Context: an optimization exercise on an open-source flow, tuned for small area, a short achievable clock period and few clock cycles. The choices shown serve that exercise and are no tape-out recipe.
Only simulation tests tie the RTL to the original design; equivalence was not proved.

$ cat run.sh
#!/bin/bash
# synth_recipe.tcl (not shown) runs the flow's synth.tcl, then flattens the netlist and writes it again
# the make line also repeats each setting of config.mk as NAME=value (left out here)
make -C /OpenROAD-flow-scripts/flow DESIGN_CONFIG=/design/flow/config.mk WORK_HOME=/design/flow/orfs CLKGATE_MAP_FILE= SYNTH_SCRIPT=/design/flow/synth_recipe.tcl finish
$ cat config.mk
export PLATFORM = sky130hd
export DESIGN_NAME = hbd_field_unit
export DESIGN_NICKNAME = hbd_field_unit
export VERILOG_FILES = /design/flow/design.v
export SDC_FILE = /design/flow/constraint.sdc
export NUM_CORES = 4
export LEC_CHECK = 0
export CAP_MARGIN = 20
export CORE_MARGIN = 2
export CORE_UTILIZATION = 40
export PLACE_DENSITY = 0.6
export SETUP_SLACK_MARGIN = 5
export SLEW_MARGIN = 40
$ cat constraint.sdc
create_clock -name core_clock -period 12.0 [get_ports {clk}]
set_input_delay 2.4000 -clock core_clock [delete_from_list [all_inputs] [get_ports {clk}]]
set_output_delay 2.4000 -clock core_clock [all_outputs]
set_load 0.01 [all_outputs]
$ cat design.v
module hbd_field_unit (
    input  wire         clk,
    input  wire         rst_n,
    input  wire         start,
    input  wire [2:0]   op,
    input  wire         sel,
    input  wire [127:0] a,
    input  wire [127:0] b,
    input  wire [127:0] p,
    output reg          busy,
    output reg          done,
    output reg  [1:0]   err,
    output reg  [127:0] result
);
    localparam [2:0] OP_FADD = 3'd0,
                     OP_FSUB = 3'd1,
                     OP_FMUL = 3'd2,
                     OP_FNEG = 3'd3,
                     OP_FINV = 3'd4,
                     OP_FSEL = 3'd5;
    localparam [1:0] ERR_NONE    = 2'd0,
                     ERR_RANGE   = 2'd1,
                     ERR_ILLEGAL = 2'd2;
    localparam [3:0] S_IDLE = 4'd0,
                     S_CHKA = 4'd1,    
                     S_CHKB = 4'd2,    
                     S_NEG  = 4'd3,    
                     S_LDA  = 4'd4,    
                     S_ADD  = 4'd5,    
                     S_FIX  = 4'd6,    
                     S_FWD  = 4'd7,    
                     S_MM   = 4'd8,    
                     S_CPY  = 4'd9;    
    localparam [2:0] F_PRE2 = 3'd0,    
                     F_PRE3 = 3'd1,    
                     F_SQ1  = 3'd2,    
                     F_SQ2  = 3'd3,    
                     F_ML   = 3'd4,    
                     F_FIN  = 3'd5;    
    localparam [1:0] Y_R = 2'd0, Y_V = 2'd1, Y_T3 = 2'd2;
    reg [3:0]   state;
    reg [2:0]   op_q;
    reg         sel_q;
    reg         a_bad;
    reg         sub1;                  
    reg [127:0] v;
    reg [128:0] r;
    reg [128:0] t3;
    reg [127:0] p_q;
    reg [3:0]   pinv;                  
    reg [129:0] S;
    reg [129:0] C;
    reg         ci;
    reg [3:0]   d_q;                   
    reg [3:0]   dn_q;                  
    reg [3:0]   yp_q;                  
    reg [3:0]   dyp_q;                 
    reg [5:0]   cnt;
    reg [7:0]   fcnt;
    reg [5:0]   wcnt;
    reg [2:0]   fph;
    reg         r_one;                 
    reg [1:0]   ysel;
    reg [1:0]   wq;                    
    reg [128:0] y;
    always @(*) begin
        case (ysel)
            Y_R:     y = r;
            Y_V:     y = {1'b0, v};
            default: y = t3;
        endcase
    end
    reg  [129:0] Z;
    reg  [1:0]   zsel;
    wire         add_sc = (state == S_ADD);
    always @(*) begin
        case (zsel)
            2'd0:    Z = {1'b0, v, 1'b0};
            2'd1:    Z = {2'b00, v};
            default: Z = {1'b0, r};
        endcase
    end
    wire [129:0] ax   = add_sc ? S : Z;
    wire [129:0] ay   = add_sc ? C : ~{2'b00, p_q};
    wire         acin = add_sc ? ci : 1'b1;
    wire [130:0] asum = {1'b0, ax} + {1'b0, ay} + {130'd0, acin};
    wire [128:0] T    = asum[128:0];
    wire         Dneg = !asum[130];
    wire [127:0] Zred = Dneg ? Z[127:0] : asum[127:0];
    wire [3:0]   lo  = S[3:0] + C[3:0] + {3'd0, ci};
    wire [7:0]   lp  = lo * pinv;
    wire [3:0]   q   = lp[3:0] + dyp_q;
    wire [133:0] rS  = {4'd0, S};
    wire [133:0] rC  = {4'd0, C};
    wire [133:0] y0  = d_q[0] ? {5'd0, y}       : 134'd0;
    wire [133:0] y1  = d_q[1] ? {4'd0, y, 1'b0} : 134'd0;
    wire [133:0] y2  = d_q[2] ? {3'd0, y, 2'b0} : 134'd0;
    wire [133:0] y3  = d_q[3] ? {2'd0, y, 3'b0} : 134'd0;
    wire [133:0] p0  = q[0] ? {6'd0, p_q}       : 134'd0;
    wire [133:0] p1  = q[1] ? {5'd0, p_q, 1'b0} : 134'd0;
    wire [133:0] p2  = q[2] ? {4'd0, p_q, 2'b0} : 134'd0;
    wire [133:0] p3  = q[3] ? {3'd0, p_q, 3'b0} : 134'd0;
    wire [133:0] s1a = rS ^ rC ^ y0;
    wire [133:0] c1a = {((rS & rC) | (rS & y0) | (rC & y0)), ci};
    wire [133:0] s1b = y1 ^ y2 ^ y3;
    wire [133:0] c1b = {((y1 & y2) | (y1 & y3) | (y2 & y3)), 1'b0};
    wire [133:0] s2a = s1a ^ c1a ^ s1b;
    wire [133:0] c2a = {((s1a & c1a) | (s1a & s1b) | (c1a & s1b)), 1'b0};
    wire [133:0] s3a = s2a ^ c2a ^ c1b;
    wire [133:0] c3a = {((s2a & c2a) | (s2a & c1b) | (c2a & c1b)), 1'b0};
    wire [133:0] s1q = p0 ^ p1 ^ p2;
    wire [133:0] c1q = {((p0 & p1) | (p0 & p2) | (p1 & p2)), 1'b0};
    wire [133:0] s4a = s3a ^ c3a ^ p3;
    wire [133:0] c4a = {((s3a & c3a) | (s3a & p3) | (c3a & p3)), 1'b0};
    wire [133:0] s4b = s4a ^ c4a ^ s1q;
    wire [133:0] c4b = {((s4a & c4a) | (s4a & s1q) | (c4a & s1q)), 1'b0};
    wire [133:0] s5  = s4b ^ c4b ^ c1q;
    wire [133:0] c5  = {((s4b & c4b) | (s4b & c1q) | (c4b & c1q)), 1'b0};
    wire [129:0] S_mm  = s5[133:4];
    wire [129:0] C_mm  = c5[133:4];
    wire         ci_mm = |s5[3:0];
    wire [131:0] r_pad = {3'd0, r};
    wire [5:0]   cnt2  = cnt + 6'd2;
    wire [3:0]   d_far = r_pad[{cnt2, 2'b00} +: 4];
    wire [7:0]   dyp_n = dn_q * yp_q;
    wire [127:0] e_val = p_q - 128'd2;
    wire [1:0]   w_nx  = e_val[{~wcnt, 1'b0} +: 2];
    wire [3:0]   pl   = p_q[3:0];
    wire [7:0]   pl2  = pl * pl;
    wire [3:0]   t2c  = 4'd2 - pl2[3:0];
    wire [7:0]   inv8 = pl * t2c;
    wire [3:0]   pinv_c = 4'd0 - inv8[3:0];
    wire uses_b  = (op_q == OP_FADD) || (op_q == OP_FSUB) ||
                   (op_q == OP_FMUL) || (op_q == OP_FSEL);
    wire illegal = (op_q == 3'd6) || (op_q == 3'd7);
    wire is_inv  = (op_q == OP_FINV);
    reg [3:0]   state_nx;
    reg [128:0] r_nx;
    reg [127:0] v_nx;
    reg         t3_we;
    reg [1:0]   ysel_nx;
    reg         mm_go;                 
    reg [2:0]   fph_nx;
    reg         r_one_nx;
    reg [5:0]   wcnt_nx;
    always @(*) begin
        case (state)
            S_CHKA:  zsel = 2'd1;
            S_FWD:   zsel = 2'd0;
            default: zsel = 2'd2;
        endcase
    end
    always @(*) begin
        state_nx = state;
        r_nx     = r;
        v_nx     = v;
        t3_we    = 1'b0;
        ysel_nx  = ysel;
        mm_go    = 1'b0;
        fph_nx   = fph;
        r_one_nx = r_one;
        wcnt_nx  = wcnt;
        case (state)
            S_IDLE: begin
                r_nx    = {1'b0, b};
                v_nx    = a;
                ysel_nx = Y_V;
                if (start) state_nx = S_CHKA;
            end
            S_CHKA: begin
                state_nx = illegal ? S_IDLE : S_CHKB;
            end
            S_CHKB: begin
                if (a_bad || (uses_b && Dneg == 1'b0)) begin
                    state_nx = S_IDLE;
                end else begin
                    case (op_q)
                        OP_FADD: state_nx = S_LDA;
                        OP_FSUB: state_nx = S_NEG;
                        OP_FNEG: begin
                            r_nx     = y;          
                            state_nx = S_NEG;
                        end
                        OP_FSEL: begin
                            if (!sel_q) r_nx = y;  
                            state_nx = S_FIX;
                        end
                        default: state_nx = S_FWD;
                    endcase
                end
            end
            S_NEG, S_LDA: state_nx = S_ADD;
            S_FWD: begin
                v_nx = Zred;
                if (fcnt == 8'd131) begin
                    if (is_inv) begin
                        state_nx = S_CPY;
                    end else begin
                        ysel_nx = Y_V;
                        mm_go   = 1'b1;
                    end
                end
            end
            S_CPY: begin
                r_nx    = y;                       
                ysel_nx = Y_V;
                fph_nx  = F_PRE2;
                mm_go   = 1'b1;
            end
            S_MM: begin
                if (cnt == 6'd32) state_nx = S_ADD;
            end
            S_ADD: begin
                if (is_inv) begin
                    case (fph)
                        F_PRE2: begin                  
                            r_nx    = T;
                            ysel_nx = Y_V;
                            fph_nx  = F_PRE3;
                            mm_go   = 1'b1;
                        end
                        F_PRE3: begin                  
                            t3_we    = 1'b1;
                            ysel_nx  = Y_R;
                            fph_nx   = F_SQ1;
                            r_one_nx = 1'b1;
                            wcnt_nx  = 6'd0;
                            mm_go    = 1'b1;
                        end
                        F_SQ1: begin                   
                            if (!r_one) r_nx = T;
                            ysel_nx = (wq == 2'd2) ? Y_V : Y_R;
                            fph_nx  = F_SQ2;
                            mm_go   = 1'b1;
                        end
                        F_SQ2: begin                   
                            if (wq == 2'd2) begin
                                r_nx     = r_one ? y : T;
                                r_one_nx = 1'b0;
                                ysel_nx  = Y_R;
                            end else begin
                                if (!r_one) r_nx = T;
                                ysel_nx = (wq == 2'd3) ? Y_T3 : Y_V;
                            end
                            fph_nx = F_ML;
                            mm_go  = 1'b1;
                        end
                        F_ML: begin                    
                            if (wq == 2'd2) begin
                                r_nx = T;
                            end else if (wq != 2'd0) begin
                                r_nx     = r_one ? y : T;
                                r_one_nx = 1'b0;
                            end
                            wcnt_nx = wcnt + 6'd1;
                            mm_go   = 1'b1;
                            if (wcnt == 6'd63) begin
                                v_nx    = 128'd1;
                                ysel_nx = Y_V;
                                fph_nx  = F_FIN;
                            end else begin
                                ysel_nx = Y_R;
                                fph_nx  = F_SQ1;
                            end
                        end
                        default: begin             
                            r_nx     = T;
                            state_nx = S_FIX;
                        end
                    endcase
                end else begin
                    r_nx     = T;
                    state_nx = sub1 ? S_LDA : S_FIX;
                end
            end
            S_FIX: state_nx = S_IDLE;
            default: state_nx = S_IDLE;
        endcase
        if (mm_go) state_nx = S_MM;
    end
    reg [3:0] ylo_nx;
    always @(*) begin
        case (ysel_nx)
            Y_R:     ylo_nx = r_nx[3:0];
            Y_V:     ylo_nx = v_nx[3:0];
            default: ylo_nx = t3[3:0];
        endcase
    end
    wire [7:0] yp_nx  = ylo_nx * pinv;
    wire [7:0] dyp_0  = r_nx[3:0] * yp_nx[3:0];
    always @(posedge clk) begin
        r    <= r_nx;
        v    <= v_nx;
        ysel <= ysel_nx;
        fph  <= fph_nx;
        r_one <= r_one_nx;
        wcnt <= wcnt_nx;
        wq   <= w_nx;
        if (t3_we) t3 <= T;
        if (state == S_IDLE) begin
            op_q  <= op;
            sel_q <= sel;
            p_q   <= p;
        end
        if (state == S_CHKA) begin
            a_bad <= !Dneg;
            pinv  <= pinv_c;
        end
        if (state == S_CHKB) begin
            sub1 <= (op_q == OP_FSUB);
            fcnt <= 8'd0;
        end
        if (state == S_FWD) fcnt <= fcnt + 8'd1;
        if (state == S_ADD) sub1 <= 1'b0;
        if (mm_go) begin
            S     <= 130'd0;
            C     <= 130'd0;
            ci    <= 1'b0;
            cnt   <= 6'd0;
            d_q   <= r_nx[3:0];
            dn_q  <= r_nx[7:4];
            yp_q  <= yp_nx[3:0];
            dyp_q <= dyp_0[3:0];
        end else if (state == S_MM) begin
            S     <= S_mm;
            C     <= C_mm;
            ci    <= ci_mm;
            cnt   <= cnt + 6'd1;
            d_q   <= dn_q;
            dn_q  <= d_far;
            dyp_q <= dyp_n[3:0];
        end else if (state == S_NEG) begin
            S  <= {2'b00, p_q};
            C  <= ~{1'b0, r};
            ci <= 1'b1;
        end else if (state == S_LDA) begin
            S  <= {2'b00, v};
            C  <= {1'b0, r};
            ci <= 1'b0;
        end
        if (!rst_n) begin
            state  <= S_IDLE;
            busy   <= 1'b0;
            done   <= 1'b0;
            err    <= ERR_NONE;
            result <= 128'd0;
        end else begin
            state <= state_nx;
            done  <= 1'b0;
            case (state)
                S_IDLE: if (start) busy <= 1'b1;
                S_CHKA: if (illegal) begin
                    err  <= ERR_ILLEGAL;
                    done <= 1'b1;
                    busy <= 1'b0;
                end
                S_CHKB: if (a_bad || (uses_b && !Dneg)) begin
                    err  <= ERR_RANGE;
                    done <= 1'b1;
                    busy <= 1'b0;
                end
                S_FIX: begin
                    result <= Zred;
                    err    <= ERR_NONE;
                    done   <= 1'b1;
                    busy   <= 1'b0;
                end
                default: ;
            endcase
        end
    end
endmodule
==> flow_metrics.env, run 1 <==
export IMPL_synth_enable_flop_cells=545
export IMPL_clockBufferDepth=3
export IMPL_rows=180
export IMPL_ant_nets=0
export IMPL_io_buffers=522
export IMPL_synth_top_area_share_pct=21.3
export IMPL_crit_type="reg2reg"
export IMPL_die_area_mm2=0.245
export IMPL_drive_gt1_share_pct=6.96
export IMPL_yosysUniqueCellTypes=106
export IMPL_finalCritPeriodShare_pct=64.1
export IMPL_hold_viol=0
export IMPL_grt_pass1_wl_mm=652
export IMPL_syn_inst=11407
export IMPL_crit_fanout=16
export IMPL_clock_skew_ps=53.8
export IMPL_cts_max_level=4
export IMPL_dr_total_vias=92603
export IMPL_min_period_ps=7690
export IMPL_numPlacedInstances=14410
export IMPL_drt_iter0_drc=12024
export IMPL_grt_pass1_vias=91175
export IMPL_nets=13055
export IMPL_ys_top_cells_by_area="fa_1, edfxtp_1, dfxtp_1, a21oi_1, nand2_1"
export IMPL_cp_slowest_cell="a221o_2"
export IMPL_tightest_slew_ps=980
export IMPL_die_y_um=495
export IMPL_synth_ff_type="edfxtp_1"
export IMPL_async_flop_share_pct=0
export IMPL_viasPerCell=6.27
export IMPL_cts_buffers=130
export IMPL_ys_warn_count=1
export IMPL_route_detailed_drc=0
export IMPL_ys_top_cells_by_count="nand2_1, a21oi_1, nor2_1, fa_1, inv_1"
export IMPL_syn_area_per_cell_um2=8.47
export IMPL_synth_most_common_cell="nand2_1"
export IMPL_wire_per_inst_um=31.2
export IMPL_crit_required_ps=12580
export IMPL_postPlaceCellArea_mm2=0.105
export IMPL_min_path_type="reg2reg"
export IMPL_syn_cell_area_mm2=0.0966
export IMPL_hold_ws_ps=461
export IMPL_max_cap_violations=0
export IMPL_clkLatencyLatePin_ps=870
export IMPL_setup_tns_ps=0
export IMPL_dp_hpwl_mm=323
export IMPL_die_w_um=495
export IMPL_grt_usage_pct=36.5
export IMPL_clk_pin_slew_worst_paths_ps=60
export IMPL_rsz0062_at_grt="true"
export IMPL_setup_ws_ps=4310
export IMPL_finalNonFillerCells=14772
export IMPL_synth_seq_area_share_pct=25.7
export IMPL_core_mm2=0.240
export IMPL_worst_setup_path_start_kind="flop"
export IMPL_grt_max_degree=135
export IMPL_cts_sinks=965
export IMPL_post_route_util_pct=46.3
export IMPL_ios=523
export IMPL_cts_root_buffer="clkbuf_16"
export IMPL_run_status="complete, no violations"
export IMPL_cpPeakStageDelay_ps=470
export IMPL_dr_pass1_iters=12
export IMPL_nFillCells=23240
export IMPL_synth_top_area_cell="fa_1"
export IMPL_pre_cts_ws_ps=2030
export IMPL_start_util_pct=40.2
export IMPL_syn_num_nets=13002
export IMPL_ys_seq_elements=965
export IMPL_endpoint_kind="flop"
export IMPL_max_slew_margin_rel_pct=34.0
export IMPL_drt_total_wl_mm=462
export IMPL_antenna_found_initial=34
export IMPL_globalplace_congestion=1.01
export IMPL_slew_violations=0
export IMPL_cp_data_arrival_time_ps=8270
export IMPL_finalSetupViolCount=0
export IMPL_design_area_mm2=0.111
export IMPL_fmax_ghz=0.130
export IMPL_cts_tree="done"
export IMPL_syn_to_final_growth_pct=15.3
export IMPL_grt_ovfl_total=0
export IMPL_cpMostUsedCell="ha_4"
-- cell type report --
class | count | area (um2) | area share, %
Tap cell | 3185 | 3990 | 3.58
Sequential cell | 965 | 24800 | 22.3
Antenna cell | 17 | 42.5 | 0.0382
Multi-Input combinational cell | 8517 | 65500 | 58.9
Timing Repair Buffer | 820 | 8580 | 7.70
Clock inverter | 82 | 988 | 0.888
Clock buffer | 160 | 3530 | 3.17
Inverter | 1026 | 3890 | 3.49
-- registers in the layout, indices dropped and copies added, names as in the netlist, 8 cells and up --
register  cells
C           130
r           129
p_q         128
v           128
fcnt          8
result      128
t3          129
S           130
-- worst paths after layout --
check / slack (ps) / from / depth (start not counted) / endpoint
min reg2reg: 460 / result[84] / 2 / result[84]
max: 4310 / state[2] / 36 / dyp_q[3]
max reg2reg: 4310 / state[2] / 36 / dyp_q[3]
min: 460 / result[84] / 2 / result[84]
-- kinds of logic after synthesis --
group                    Yosys count  synth area share (%)
AND/OR/NAND/NOR                 3888                  19.1
AO/OA/AOI/OAI                   2961                  19.0
buffers and inverters           1931                  7.55
adder cells (fa/ha/maj)         1204                  23.6
flip-flops                       965                  25.7
XOR/XNOR                         247                  2.25
multiplexers                     211                  2.85
-- worst max-delay path, delay by kind of cell, from the launching register on --
kind / cells / cell delay [ps]
and+or+nand+nor: 9 / 1510
AOI/OAI and AO/OA: 10 / 2120
adders and majority gates: 7 / 1810
DFF: 1 / 360
buffers and inverters: 5 / 820
xor gates and xnor gates: 5 / 740
-- placed cells by master, fill, tap and decap left out, types with 70 or more instances in the layout --
| cell type | instances |
|---|---|
| fa_1 | 1023 |
| xor2_1 | 79 |
| inv_1 | 1018 |
| dfxtp_1 | 412 |
| mux2i_1 | 144 |
| ha_1 | 142 |
| o221ai_1 | 70 |
| edfxtp_1 | 545 |
| a21oi_1 | 1152 |
| a22oi_1 | 70 |
| a211oi_1 | 119 |
| a22o_1 | 101 |
| a21o_1 | 82 |
| nand3_1 | 205 |
| a31oi_1 | 90 |
| clkbuf_16 | 138 |
| nand2_1 | 1228 |
| nor2b_1 | 658 |
| a221oi_1 | 121 |
| o21ai_0 | 517 |
| clkdlybuf4s50_1 | 521 |
| nor2_1 | 1105 |
| o211ai_1 | 264 |
| and2_1 | 302 |
| buf_4 | 203 |
| xnor2_1 | 160 |
-- routing by layer --
metal | vias to the layer above | global-route usage [%] | part of all wire [%]
li1 | 38837 | - | -
met1 | 46032 | 46.2 | 38
met2 | 6312 | 55.3 | 43
met3 | 1402 | 9.88 | 12
met4 | 20 | 23.0 | 7.5
met5 | - | 0 | 0.030
-- repair_timing --
action                     in CTS  in global routing
setup endpoints to repair     528                204
pin swaps                      43                 23
gates cloned                   16                  6
buffers inserted               59                 12
hold buffers                    0                  0
gates resized for setup       103                 50
Testbench counts, summed over its fixed seeds: cycles 155,952.
==> run 2, diff against run 1 <==
--- a/design.v
+++ b/design.v
@@ -71,8 +71,8 @@
         endcase
     end
     reg  [129:0] Z;
-    reg  [1:0]   zsel;
-    wire         add_sc = (state == S_ADD);
+    reg  [1:0]   zsel;                 
+    reg          add_sc;
     always @(*) begin
         case (zsel)
             2'd0:    Z = {1'b0, v, 1'b0};
@@ -143,13 +143,7 @@
     reg [2:0]   fph_nx;
     reg         r_one_nx;
     reg [5:0]   wcnt_nx;
-    always @(*) begin
-        case (state)
-            S_CHKA:  zsel = 2'd1;
-            S_FWD:   zsel = 2'd0;
-            default: zsel = 2'd2;
-        endcase
-    end
+    wire [3:0]  st_next = rst_n ? state_nx : S_IDLE;
     always @(*) begin
         state_nx = state;
         r_nx     = r;
@@ -192,7 +186,7 @@
             S_NEG, S_LDA: state_nx = S_ADD;
             S_FWD: begin
                 v_nx = Zred;
-                if (fcnt == 8'd131) begin
+                if (fcnt == (is_inv ? 8'd131 : 8'd127)) begin
                     if (is_inv) begin
                         state_nx = S_CPY;
                     end else begin
@@ -208,7 +202,7 @@
                 mm_go   = 1'b1;
             end
             S_MM: begin
-                if (cnt == 6'd32) state_nx = S_ADD;
+                if (cnt == (is_inv ? 6'd32 : 6'd31)) state_nx = S_ADD;
             end
             S_ADD: begin
                 if (is_inv) begin
@@ -338,6 +332,12 @@
             C  <= {1'b0, r};
             ci <= 1'b0;
         end
+        add_sc <= (st_next == S_ADD);
+        case (st_next)
+            S_CHKA:  zsel <= 2'd1;
+            S_FWD:   zsel <= 2'd0;
+            default: zsel <= 2'd2;
+        endcase
         if (!rst_n) begin
             state  <= S_IDLE;
             busy   <= 1'b0;
--- a/config.mk
+++ b/config.mk
@@ -7,7 +7,7 @@
 export LEC_CHECK = 0
 export CAP_MARGIN = 20
 export CORE_MARGIN = 2
-export CORE_UTILIZATION = 40
-export PLACE_DENSITY = 0.6
+export CORE_UTILIZATION = 45
+export PLACE_DENSITY = 0.62
 export SETUP_SLACK_MARGIN = 5
 export SLEW_MARGIN = 40
==> run 2 against run 1 <==
Still clean. Design area rose by 1.1%. Non-clock buffer count rose by 28. Count of clock-buffer cells in the layout fell by 1. Clock skew rose by 36 ps. Wire length fell by 3.9%. Fmax rose by 1.8%. Core utilization rose by 6.0 points. Critical endpoint unchanged.
==> flow_metrics.env, run 2 <==
export IMPL_mostFrequentLayoutCell="nor2_1"
export IMPL_drt_total_wl_mm=444
export IMPL_max_slew_margin_rel_pct=31.6
export IMPL_yosysUniqueCellTypes=88
export IMPL_cpMostUsedCell="ha_4"
export IMPL_cp_data_arrival_time_ps=8120
export IMPL_wire_per_inst_um=30.6
export IMPL_synth_top_area_cell="fa_1"
export IMPL_fmax_ghz=0.132
export IMPL_clockBufferDepth=3
export IMPL_dr_pass1_iters=8
export IMPL_hold_ws_ps=452
export IMPL_syn_inst=11463
export IMPL_hold_buffers=0
export IMPL_die_y_um=470
export IMPL_syn_area_per_cell_um2=8.51
export IMPL_cts_root_buffer="clkbuf_16"
export IMPL_pre_cts_ws_ps=2390
export IMPL_cpPeakStageDelay_ps=570
export IMPL_route_detailed_drc=0
export IMPL_ant_nets=0
export IMPL_io_buffers=522
export IMPL_crit_required_ps=12570
export IMPL_clock_skew_ps=90.1
export IMPL_crit_type="reg2reg"
export IMPL_cp_slowest_cell="nor3_1"
export IMPL_die_w_um=470
export IMPL_async_flop_share_pct=0
export IMPL_grt_ovfl_total=0
export IMPL_min_period_ps=7560
export IMPL_synth_enable_flop_cells=545
export IMPL_crit_start="add_sc"
export IMPL_run_status="complete, no violations"
export IMPL_worst_setup_path_start_kind="flop"
export IMPL_syn_to_final_growth_pct=15.3
export IMPL_nFillCells=19826
export IMPL_finalCritPeriodShare_pct=63.0
export IMPL_slew_violations=0
export IMPL_final_cell_mix="nor2_1, inv_1, nand2_1, a21oi_1, fa_1"
export IMPL_drive_gt1_share_pct=7.84
export IMPL_antenna_found_initial=38
export IMPL_max_cap_violations=0
export IMPL_dr_total_vias=91787
export IMPL_syn_num_nets=13057
export IMPL_rows=170
export IMPL_clkLatencyLatePin_ps=870
export IMPL_tightest_slew_ps=1030
export IMPL_largest_registers="C (130), S (130)"
export IMPL_setup_tns_ps=0
export IMPL_grt_pass1_vias=89257
export IMPL_synth_most_common_cell="nor2_1"
export IMPL_core_mm2=0.215
export IMPL_grt_usage_pct=38.3
export IMPL_cts_sinks=968
export IMPL_min_path_type="reg2reg"
export IMPL_start_util_pct=45.4
export IMPL_rsz0062_at_grt="true"
export IMPL_min_delay_start="result[48]"
export IMPL_drt_iter0_drc=12246
export IMPL_grt_pass1_wl_mm=625
export IMPL_die_area_mm2=0.221
export IMPL_ys_top_cells_by_count="nor2_1, inv_1, a21oi_1, nand2_1, fa_1"
export IMPL_synth_seq_area_share_pct=25.4
export IMPL_hold_viol=0
export IMPL_synth_ff_type="edfxtp_1"
export IMPL_endpoint_kind="flop"
export IMPL_clk_pin_slew_worst_paths_ps=60
export IMPL_ys_warn_count=1
export IMPL_viasPerCell=6.33
export IMPL_cts_buffers=119
export IMPL_synth_top_area_share_pct=21.1
export IMPL_finalSetupViolCount=0
export IMPL_grt_max_degree=165
export IMPL_cts_max_level=3
export IMPL_globalplace_congestion=1.04
export IMPL_cts_tree="done"
export IMPL_dp_hpwl_mm=302
export IMPL_nets=13146
export IMPL_ys_seq_elements=968
export IMPL_setup_ws_ps=4440
export IMPL_syn_cell_area_mm2=0.0976
export IMPL_r2r_start="add_sc"
export IMPL_crit_fanout=29
export IMPL_ios=523
export IMPL_ys_top_cells_by_area="fa_1, edfxtp_1, dfxtp_1, a21oi_1, nor2_1"
==> run 2: cell count changes in the layout (fill, tap and decap cells not counted), moves of 60 or more <==
cell	before	now
a221oi_1	121	19
nand2_1	1228	1081
inv_1	1018	1109
mux2i_1	144	400
xnor2_1	160	242
o211ai_1	264	57
nor2_1	1105	1268
nand3_1	205	58
o21ai_0	517	618
a31oi_1	90	30
a311oi_1	7	120
a21oi_1	1152	1056
==> run 2: area by class of cell <==
type | instances | area (um2) | share of cell area, %
Antenna cell | 13 | 32.5 | 0.0289
Clock buffer | 159 | 3370 | 3.00
Tap cell | 2838 | 3550 | 3.16
Inverter | 1120 | 4250 | 3.77
Clock inverter | 68 | 788 | 0.700
Multi-Input combinational cell | 8492 | 66500 | 59.1
Sequential cell | 968 | 24900 | 22.1
Timing Repair Buffer | 848 | 9200 | 8.17
Timing Repair inverter | 3 | 26.3 | 0.0233
==> run 2: metal layers <==
metal	up-vias	global-route usage [%]	share of wire [%]
met5	-	0	0.11
met4	40	23.2	7.7
met3	1382	11.0	13
met2	6215	54.5	41
met1	45631	51.5	39
li1	38519	-	-
==> run 2: cells by family (layout without fill, tap and decap cells) <==
| family | count (synthesis) | after routing | synth area share [%] |
|---|---|---|---|
| muxes | 484 | 484 | 5.72 |
| xor gates and xnor gates | 342 | 342 | 3.11 |
| and+or+nand+nor | 3780 | 3780 | 18.0 |
| DFF | 968 | 968 | 25.4 |
| adders and majority gates | 1203 | 1203 | 23.3 |
| AOI/OAI and AO/OA | 2683 | 2683 | 16.6 |
| other | 0 | 13 | 0 |
| buffers and inverters | 2003 | 2198 | 7.74 |
==> run 2: timing repair <==
item / CTS / global route
setup endpoints to repair: 379 / 258
pin swaps: 66 / 137
gates cloned: 16 / 14
buffers inserted: 78 / 29
resized for setup: 152 / 108
==> run 2: final timing paths <==
path	end	slack, ps	cells past startpoint
worst max-delay path	dyp_q[3]	4440	30
worst min-delay path	result[48]	450	2
worst max register to register	dyp_q[3]	4440	30
worst min register to register	result[48]	450	2
==> run 2: per-stage QoR <==
stage,utilization (%),std cells,instance area [um2]
after floorplan,-,11463,97900
after global placement,48.8,14119,105000
after detailed placement,48.9,14126,105000
after CTS,51.7,14447,111000
after global routing,52.3,14498,113000
final,52.3,14509,113000
==> run 2: critical path, delay by kind of cell (launching register included) <==
| kind | cells | cell delay [ps] |
|---|---|---|
| flip-flops | 1 | 510 |
| AO/OA/AOI/OAI | 9 | 1880 |
| AND/OR/NAND/NOR | 6 | 1400 |
| buffers and inverters | 5 | 1010 |
| adder cells (fa/ha/maj) | 7 | 1820 |
| XOR/XNOR | 3 | 610 |
Testbench counts of run 2, summed over its fixed seeds: cycles 154,592.

[static timing again, ports no longer ideal]
Ports are ideal in the flow. The routed layouts listed here were re-timed in OpenROAD. Step 1 (the two cells are an assumption about what drives the block):
set clk [get_ports {clk}]
set_driving_cell -lib_cell sky130_fd_sc_hd__clkbuf_16 $clk
set_driving_cell -lib_cell sky130_fd_sc_hd__buf_2 [delete_from_list [all_inputs] $clk]
Step 2 times the ports against the registers' clock, not the clock port: input delays grow and output delays shrink by t, the midpoint of the rising clock arrivals with the driver on. Slacks: ideal ports / drivers / drivers and shift; pairs: ideal ports / drivers.
run	t (ns)	slack for setup (ns)	worst data-port slew with drivers (ns)	cell pins on the clock port's net
run 1	0.952	4.307 / 4.307 / 4.247	0.11	1
run 2	0.918	4.444 / 4.444 / 4.444	0.13	1
After both steps setup and hold are still met in every run listed. For run 1, which loses most, drivers alone change the setup slack by 0.000 ns; drivers and shift together by -0.060 ns.
